Context: an optimization exercise on an open-source flow, tuned for small area. The choices shown serve that exercise and are no tape-out recipe.
Function was checked by simulation only, so behaviour that the tests miss may differ from the original.
Power and IR drop assume default switching activity.

==> flow/design.v (excerpt) <==
module cia402_fsm (
  input  wire         clk,
  input  wire         rst,
  input  wire         start,
  input  wire         operational,
  input  wire         stop_req,
  input  wire [31:0]  cfg_target_vel,
  input  wire [7:0]   cfg_mode,
  input  wire [15:0]  cfg_max_torque,
  output wire         ex_req,
  input  wire         ex_valid,
  input  wire         ex_resp_fresh,
  input  wire [127:0] ex_in,
  input  wire [15:0]  ex_wkc,
  output wire [127:0] ex_out,
  output wire [2:0]   phase,
  output wire         exit_code,
  output wire [2:0]   dstate,
  output wire [32:0]  delta,
  output wire         delta_valid,
  output wire         moving,
  output wire         enable_evt,
  output wire [31:0]  enable_pos,
  output wire         report_valid,
  output wire [63:0]  report_cycle,
  output wire [15:0]  report_status,
  output wire [15:0]  report_control,
  output wire [31:0]  report_position,
  output wire [32:0]  report_delta,
  output wire [35:0]  report_rpm,
  output wire [31:0]  report_velocity,
  output wire [7:0]   report_mode,
  output wire [15:0]  report_wkc
);
Settings: LEC_CHECK=0, CAP_MARGIN=20, CORE_AREA=5 5 225 225, DIE_AREA=0 0 230 230, PLACE_DENSITY=0.7, SLEW_MARGIN=20; clock period 8.0 ns.
standard.sh (not shown) runs the stock make flow with config.mk's settings and CLKGATE_MAP_FILE= SYNTH_SCRIPT=/design/flow/synth_recipe.tcl, a recipe that flattens the netlist after the stock synthesis.
==> flow/flow/run.sh <==
#!/bin/bash
set -euo pipefail
export BUFFER_PORTS_ARGS="-buffer_cell sky130_fd_sc_hd__buf_1"
export CTS_ARGS="-sink_clustering_enable -repair_clock_nets -buf_list sky130_fd_sc_hd__clkbuf_4 -sink_clustering_size 10 -sink_clustering_max_diameter 40 -dont_use_dummy_load"
bash standard.sh > standard_flow.log 2>&1
Rerun with:
--- a/flow/design.v
+++ b/flow/design.v
@@ -72,39 +72,35 @@
   wire [31:0] new_pos    = take_in ? ex_in[47:16] : in_pos;
   wire s_fault = (new_status == 16'h1208);
   wire s_sod   = (new_status == 16'h1250);
   wire s_rtso  = (new_status == 16'h1231);
   wire s_swon  = (new_status == 16'h1233);
   wire s_open  = (new_status == 16'h1237) || (new_status == 16'h1637);
   wire s_known = s_fault || s_sod || s_rtso || s_swon || s_open;
   wire do_latch = do_cycle && s_open && !motor_enabled;
   wire       lap_end  = &lap_count;
   wire [8:0] lap_next = lap_end ? LAP_FIRST : lap_count + 9'd1;
-  wire [6:0] cnt_lo_next = cnt_flush ? 7'd125 : cnt_lo + 7'd125;
+  wire [6:0] cnt_lo_next = cnt_lo + 7'd125;
   wire rot_win = do_cycle && (lap_count[8:7] == 2'b00) &&
                  (!lap_count[6] || (lap_count[5:2] == 4'b0000 && !(lap_count[1] && lap_count[0])));
   always @(posedge clk) begin
-    if (rot_win) begin
+    if (rot_win)
       cnt_hi <= {(cnt_hi[0] ^ cnt_cy) & !cnt_flush, cnt_hi[54:1]};
-      cnt_cy <= cnt_hi[0] & cnt_cy;
-    end
-    if (do_cycle && lap_end) begin
-      cnt_lo <= cnt_lo_next;
-      cnt_cy <= cnt_lo_next >= 7'd3;    
-    end
   end
   always @(posedge clk) begin
     wkc <= ex_wkc;
     if (rst) begin
       phase_q       <= PH_IDLE;
       run_flag      <= 1'b1;
       lap_count     <= LAP_FIRST;
+      cnt_lo        <= 7'd0;
+      cnt_cy        <= 1'b0;
       cnt_flush     <= 1'b1;
       motor_enabled <= 1'b0;
       start_pos     <= 32'd0;
       cw7           <= 1'b0;
       cw3           <= 1'b0;
       cw21          <= 1'b0;
       cw0           <= 1'b0;
       tv_on         <= 1'b0;
       cfg_on        <= 1'b0;
       in_status     <= 16'd0;
@@ -124,22 +120,27 @@
         phase_q <= PH_FAILED;
       if (take_in) begin
         in_status <= ex_in[15:0];
         in_pos    <= ex_in[47:16];
         in_vel    <= ex_in[79:48];
         in_mode   <= ex_in[119:112];
       end
       if (do_cycle) begin
         cfg_on    <= 1'b1;
         lap_count <= lap_next;
-        if (lap_end)
+        if (lap_end) begin
+          cnt_lo    <= cnt_lo_next;
+          cnt_cy    <= cnt_lo_next >= 7'd3;    
           cnt_flush <= 1'b0;
+        end
+        if (rot_win)
+          cnt_cy    <= cnt_hi[0] & cnt_cy;
         if (s_known) begin
           cw7   <= s_fault;
           cw3   <= s_swon || s_open;
           cw21  <= !s_fault;
           cw0   <= s_rtso || s_swon || s_open;
           tv_on <= s_open;
         end
         if (do_latch) begin
           motor_enabled <= 1'b1;
           start_pos     <= new_pos;
After rerunning: Setup slack improved by 0.37 ns. Routed wire length climbs by about 2.7%. Worst hold slack is worse by 0.0034 ns. Power falls by 1.5%. Core utilization decreases by 0.41 points. Clock power fell by about 4%. Global-route usage went up by 0.20 points. First-iteration DRC count rose by 43%.

before:
The RTL this note starts from:
==> flow/design.v <==
module cia402_addci #(parameter N = 36, parameter B = 8) (
  input  wire [N-1:0] a,
  input  wire [N-1:0] b,
  input  wire         cin,
  output wire [N-1:0] s
);
  genvar i;
  generate
    for (i = 0; i < N; i = i + 1) begin : g_bit
      wire ci;           
      wire co;           
      wire z;            
      wire pa;           
      wire bc;           
      if (i % B == 0) begin : g_first
        if (i == 0) begin : g_lsb
          assign ci = cin;
          assign bc = cin;
        end else if (i == B) begin : g_b1
          assign ci = 1'b0;
          assign bc = g_bit[i-1].co;
        end else begin : g_bn
          wire all1 = g_bit[i-1].pa & g_bit[i-1].z;
          assign ci = 1'b0;
          assign bc = g_bit[i-1].co | (g_bit[i-1].bc & all1);
        end
        assign pa = 1'b1;
      end else begin : g_next
        assign ci = g_bit[i-1].co;
        assign pa = g_bit[i-1].pa & g_bit[i-1].z;
        assign bc = g_bit[i-1].bc;
      end
      assign z  = a[i] ^ b[i] ^ ci;
      assign co = (a[i] & b[i]) | (ci & (a[i] ^ b[i]));
      if (i < B) begin : g_b0
        assign s[i] = z;
      end else begin : g_inc
        assign s[i] = z ^ (bc & pa);
      end
    end
  endgenerate
endmodule
module cia402_fsm (
  input  wire         clk,
  input  wire         rst,
  input  wire         start,
  input  wire         operational,
  input  wire         stop_req,
  input  wire [31:0]  cfg_target_vel,
  input  wire [7:0]   cfg_mode,
  input  wire [15:0]  cfg_max_torque,
  output wire         ex_req,
  input  wire         ex_valid,
  input  wire         ex_resp_fresh,
  input  wire [127:0] ex_in,
  input  wire [15:0]  ex_wkc,
  output wire [127:0] ex_out,
  output wire [2:0]   phase,
  output wire         exit_code,
  output wire [2:0]   dstate,
  output wire [32:0]  delta,
  output wire         delta_valid,
  output wire         moving,
  output wire         enable_evt,
  output wire [31:0]  enable_pos,
  output wire         report_valid,
  output wire [63:0]  report_cycle,
  output wire [15:0]  report_status,
  output wire [15:0]  report_control,
  output wire [31:0]  report_position,
  output wire [32:0]  report_delta,
  output wire [35:0]  report_rpm,
  output wire [31:0]  report_velocity,
  output wire [7:0]   report_mode,
  output wire [15:0]  report_wkc
);
  localparam [2:0] PH_IDLE   = 3'd0;
  localparam [2:0] PH_RUN    = 3'd1;
  localparam [2:0] PH_DRAIN  = 3'd2;
  localparam [2:0] PH_HALTED = 3'd3;
  localparam [2:0] PH_FAILED = 3'd4;
  localparam [8:0] LAP_FIRST   = 9'd12;     
  localparam [8:0] DRAIN_FIRST = 9'd462;    
  reg [2:0]   phase_q;
  reg         run_flag;
  reg [8:0]   lap_count;       
  reg [6:0]   cnt_lo;          
  reg [54:0]  cnt_hi;          
  reg         cnt_cy;          
  reg         cnt_flush;       
  reg         motor_enabled;
  reg [31:0]  start_pos_n;     
  reg [15:0]  wkc;
  reg         cw7, cw3, cw21, cw0;  
  reg         tv_on;           
  reg         cfg_on;          
  reg [15:0]  in_status;
  reg [31:0]  in_pos;
  reg [31:0]  in_vel;
  reg [7:0]   in_mode;
  reg         enable_evt_q;
  reg         report_q;
  wire in_idle  = (phase_q == PH_IDLE);
  wire in_run   = (phase_q == PH_RUN);
  wire in_drain = (phase_q == PH_DRAIN);
  assign ex_req = (in_run && run_flag) || in_drain;
  wire do_start = in_idle && start && operational;
  wire do_sfail = in_idle && start && !operational;
  wire do_cycle = in_run && run_flag && ex_valid;
  wire do_stop  = in_run && !run_flag;
  wire do_drain = in_drain && ex_valid;
  wire take_in  = (do_cycle || do_drain) && ex_resp_fresh;
  wire [15:0] new_status = take_in ? ex_in[15:0]  : in_status;
  wire [31:0] new_pos    = take_in ? ex_in[47:16] : in_pos;
  wire s_fault = (new_status == 16'h1208);
  wire s_sod   = (new_status == 16'h1250);
  wire s_rtso  = (new_status == 16'h1231);
  wire s_swon  = (new_status == 16'h1233);
  wire s_open  = (new_status == 16'h1237) || (new_status == 16'h1637);
  wire s_known = s_fault || s_sod || s_rtso || s_swon || s_open;
  wire do_latch = do_cycle && s_open && !motor_enabled;
  wire       lap_end  = &lap_count;
  wire [8:0] lap_next = lap_end ? LAP_FIRST : lap_count + 9'd1;
  wire [6:0] cnt_lo_next = cnt_flush ? 7'd125 : cnt_lo + 7'd125;
  wire rot_win = do_cycle && (lap_count[8:7] == 2'b00) &&
                 (!lap_count[6] || (lap_count[5:2] == 4'b0000 && !(lap_count[1] && lap_count[0])));
  always @(posedge clk) begin
    if (rot_win) begin
      cnt_hi <= {(cnt_hi[0] ^ cnt_cy) & !cnt_flush, cnt_hi[54:1]};
      cnt_cy <= cnt_hi[0] & cnt_cy;
    end
    if (do_cycle && lap_end) begin
      cnt_lo <= cnt_lo_next;
      cnt_cy <= cnt_lo_next >= 7'd3;    
    end
  end
  always @(posedge clk) begin
    wkc <= ex_wkc;
    if (rst) begin
      phase_q       <= PH_IDLE;
      run_flag      <= 1'b1;
      lap_count     <= LAP_FIRST;
      cnt_flush     <= 1'b1;
      motor_enabled <= 1'b0;
      start_pos_n   <= 32'hffffffff;
      cw7           <= 1'b0;
      cw3           <= 1'b0;
      cw21          <= 1'b0;
      cw0           <= 1'b0;
      tv_on         <= 1'b0;
      cfg_on        <= 1'b0;
      in_status     <= 16'd0;
      in_pos        <= 32'd0;
      in_vel        <= 32'd0;
      in_mode       <= 8'd0;
      enable_evt_q  <= 1'b0;
      report_q      <= 1'b0;
    end else begin
      enable_evt_q <= do_latch;
      report_q     <= do_cycle && lap_end;
      if (stop_req)
        run_flag <= 1'b0;
      if (do_start)
        phase_q <= PH_RUN;
      if (do_sfail)
        phase_q <= PH_FAILED;
      if (take_in) begin
        in_status <= ex_in[15:0];
        in_pos    <= ex_in[47:16];
        in_vel    <= ex_in[79:48];
        in_mode   <= ex_in[119:112];
      end
      if (do_cycle) begin
        cfg_on    <= 1'b1;
        lap_count <= lap_next;
        if (lap_end)
          cnt_flush <= 1'b0;
        if (s_known) begin
          cw7   <= s_fault;
          cw3   <= s_swon || s_open;
          cw21  <= !s_fault;
          cw0   <= s_rtso || s_swon || s_open;
          tv_on <= s_open;
        end
        if (do_latch) begin
          motor_enabled <= 1'b1;
          start_pos_n   <= ~new_pos;
        end
      end
      if (do_stop || do_drain) begin
        cfg_on <= 1'b1;
        cw7    <= 1'b0;
        cw3    <= 1'b0;
        cw21   <= 1'b0;
        cw0    <= 1'b0;
        tv_on  <= 1'b0;
      end
      if (do_stop) begin
        lap_count <= DRAIN_FIRST;
        phase_q   <= PH_DRAIN;
      end
      if (do_drain) begin
        lap_count <= lap_next;
        if (lap_end)
          phase_q <= PH_HALTED;
      end
    end
  end
  wire [32:0] delta_s;
  cia402_addci #(.N(33), .B(7)) u_delta (
    .a({in_pos[31], in_pos}), .b({start_pos_n[31], start_pos_n}), .cin(1'b1),
    .s(delta_s));
  wire [35:0] rpm;
  cia402_addci #(.N(36), .B(8)) u_rpm (
    .a({in_vel, 4'd0}), .b(~{{4{in_vel[31]}}, in_vel}), .cin(1'b1),
    .s(rpm));
  wire hi_any  = |delta_s[31:10];
  wire hi_all  = &delta_s[31:10];
  wire lo_gt   = (&delta_s[9:5]) && (delta_s[4] || (delta_s[3] && (|delta_s[2:0])));
  wire lo_lt   = !(|delta_s[9:5]) && !(delta_s[4] && delta_s[3]);
  wire mv_pos  = !delta_s[32] && (hi_any || lo_gt);
  wire mv_neg  =  delta_s[32] && (!hi_all || lo_lt);
  wire [15:0] cw = {8'd0, cw7, 3'd0, cw3, cw21, cw21, cw0};
  assign ex_out = {8'd0,
                   cfg_on ? cfg_mode : 8'd0,
                   cfg_on ? cfg_max_torque : 16'd0,
                   16'd0,
                   tv_on ? cfg_target_vel : 32'd0,
                   32'd0,
                   cw};
  assign dstate = (in_status == 16'h1208) ? 3'd1 :
                  (in_status == 16'h1250) ? 3'd2 :
                  (in_status == 16'h1231) ? 3'd3 :
                  (in_status == 16'h1233) ? 3'd4 :
                  (in_status == 16'h1237 || in_status == 16'h1637) ? 3'd5 : 3'd0;
  assign phase       = phase_q;
  assign exit_code   = phase_q[2];
  assign delta       = delta_s;
  assign delta_valid = motor_enabled;
  assign moving      = motor_enabled && (mv_pos || mv_neg);
  assign enable_evt  = enable_evt_q;
  assign enable_pos  = in_pos;    
  assign report_valid    = report_q;
  assign report_cycle    = {cnt_hi, cnt_lo, 2'b00};
  assign report_status   = in_status;
  assign report_control  = cw;
  assign report_position = in_pos;
  assign report_delta    = delta_s;
  assign report_rpm      = rpm;
  assign report_velocity = in_vel;
  assign report_mode     = in_mode;
  assign report_wkc      = wkc;
endmodule
==> flow/config.mk <==
export PLATFORM = sky130hd
export DESIGN_NAME = cia402_fsm
export DESIGN_NICKNAME = cia402_fsm
export VERILOG_FILES = /design/flow/design.v
export SDC_FILE = /design/flow/constraint.sdc
export NUM_CORES = 4
export LEC_CHECK = 0
export CAP_MARGIN = 20
export CORE_AREA = 5 5 143 143
export DIE_AREA = 0 0 148 148
export PLACE_DENSITY = 0.7
export SLEW_MARGIN = 20
==> flow/constraint.sdc <==
create_clock -name core_clock -period 8.0 [get_ports {clk}]
set_input_delay 1.6000 -clock core_clock [delete_from_list [all_inputs] [get_ports {clk}]]
set_output_delay 1.6000 -clock core_clock [all_outputs]
set_load 0.01 [all_outputs]
==> flow/flow/run.sh <==
#!/bin/bash
set -euo pipefail
export BUFFER_PORTS_ARGS="-buffer_cell sky130_fd_sc_hd__buf_1"
export CTS_ARGS="-sink_clustering_enable -repair_clock_nets -buf_list sky130_fd_sc_hd__clkbuf_4 -sink_clustering_size 10 -sink_clustering_max_diameter 40 -dont_use_dummy_load"
export SKIP_REPAIR_TIE_FANOUT=1
export PLACE_PINS_ARGS="-min_distance 1 -min_distance_in_tracks"
export SETUP_MOVE_SEQUENCE=unbuffer,sizeup,swap
bash standard.sh > standard_flow.log 2>&1
> inputs changed (before -> after)
--- a/flow/design.v
+++ b/flow/design.v
@@ -88,9 +88,9 @@
   reg [54:0]  cnt_hi;          
   reg         cnt_cy;          
   reg         cnt_flush;       
   reg         motor_enabled;
-  reg [31:0]  start_pos_n;     
+  reg [31:0]  start_pos;
   reg [15:0]  wkc;
   reg         cw7, cw3, cw21, cw0;  
   reg         tv_on;           
   reg         cfg_on;          
@@ -141,9 +141,9 @@
       run_flag      <= 1'b1;
       lap_count     <= LAP_FIRST;
       cnt_flush     <= 1'b1;
       motor_enabled <= 1'b0;
-      start_pos_n   <= 32'hffffffff;
+      start_pos     <= 32'd0;
       cw7           <= 1'b0;
       cw3           <= 1'b0;
       cw21          <= 1'b0;
       cw0           <= 1'b0;
@@ -183,9 +183,9 @@
           tv_on <= s_open;
         end
         if (do_latch) begin
           motor_enabled <= 1'b1;
-          start_pos_n   <= ~new_pos;
+          start_pos     <= new_pos;
         end
       end
       if (do_stop || do_drain) begin
         cfg_on <= 1'b1;
@@ -207,9 +207,9 @@
     end
   end
   wire [32:0] delta_s;
   cia402_addci #(.N(33), .B(7)) u_delta (
-    .a({in_pos[31], in_pos}), .b({start_pos_n[31], start_pos_n}), .cin(1'b1),
+    .a({in_pos[31], in_pos}), .b(~{start_pos[31], start_pos}), .cin(1'b1),
     .s(delta_s));
   wire [35:0] rpm;
   cia402_addci #(.N(36), .B(8)) u_rpm (
     .a({in_vel, 4'd0}), .b(~{{4{in_vel[31]}}, in_vel}), .cin(1'b1),
@@ -238,9 +238,9 @@
   assign delta       = delta_s;
   assign delta_valid = motor_enabled;
   assign moving      = motor_enabled && (mv_pos || mv_neg);
   assign enable_evt  = enable_evt_q;
-  assign enable_pos  = in_pos;    
+  assign enable_pos  = start_pos;
   assign report_valid    = report_q;
   assign report_cycle    = {cnt_hi, cnt_lo, 2'b00};
   assign report_status   = in_status;
   assign report_control  = cw;
--- outcome ---
- The higher synthesized cell count came out of before.
- Re clock-buffer cell count: before was lower than after.
- For the synthesis-to-layout area growth, after came in 1.7 points higher than before did.
- On clock share of power, after tracks before almost exactly.
- Count of flip-flops with a built-in enable after synthesis came out exactly the same in after and before.

==> what the ideal ports hide <==
In the flow no input, the clock included, has a driving cell. The finished layouts below were timed again as built, in two steps. Step 1, drivers: a clkbuf_16 drives clk and a buf_2 each remaining input, both assumed. Step 2 adds t to the input delays and takes it off the output delays; t is the mean of the earliest and latest rising clock arrival at the registers after step 1. Input paths then give back, and output paths get back, about the clock's delay inside the block. a / b / c = no drivers / after step 1 / after step 2; a / b = the first two.
run | t (ns) | setup slack, ns | worst hold slack (ns) | worst register clock-pin slew, ns
the first run of note 1 | 0.724 | 0.973 / 0.923 / 1.647 | 0.432 / 0.432 / 0.432 | 0.11 / 0.11
the second run of note 1 | 0.723 | 1.338 / 1.288 / 2.010 | 0.429 / 0.429 / 0.429 | 0.11 / 0.11
before | 0.624 | 0.323 / 0.280 / 0.904 | 0.442 / 0.442 / 0.442 | 0.11 / 0.11
after | 0.635 | 0.241 / 0.198 / 0.834 | 0.411 / 0.411 / 0.411 | 0.11 / 0.11
After both steps every run listed still meets setup and hold.
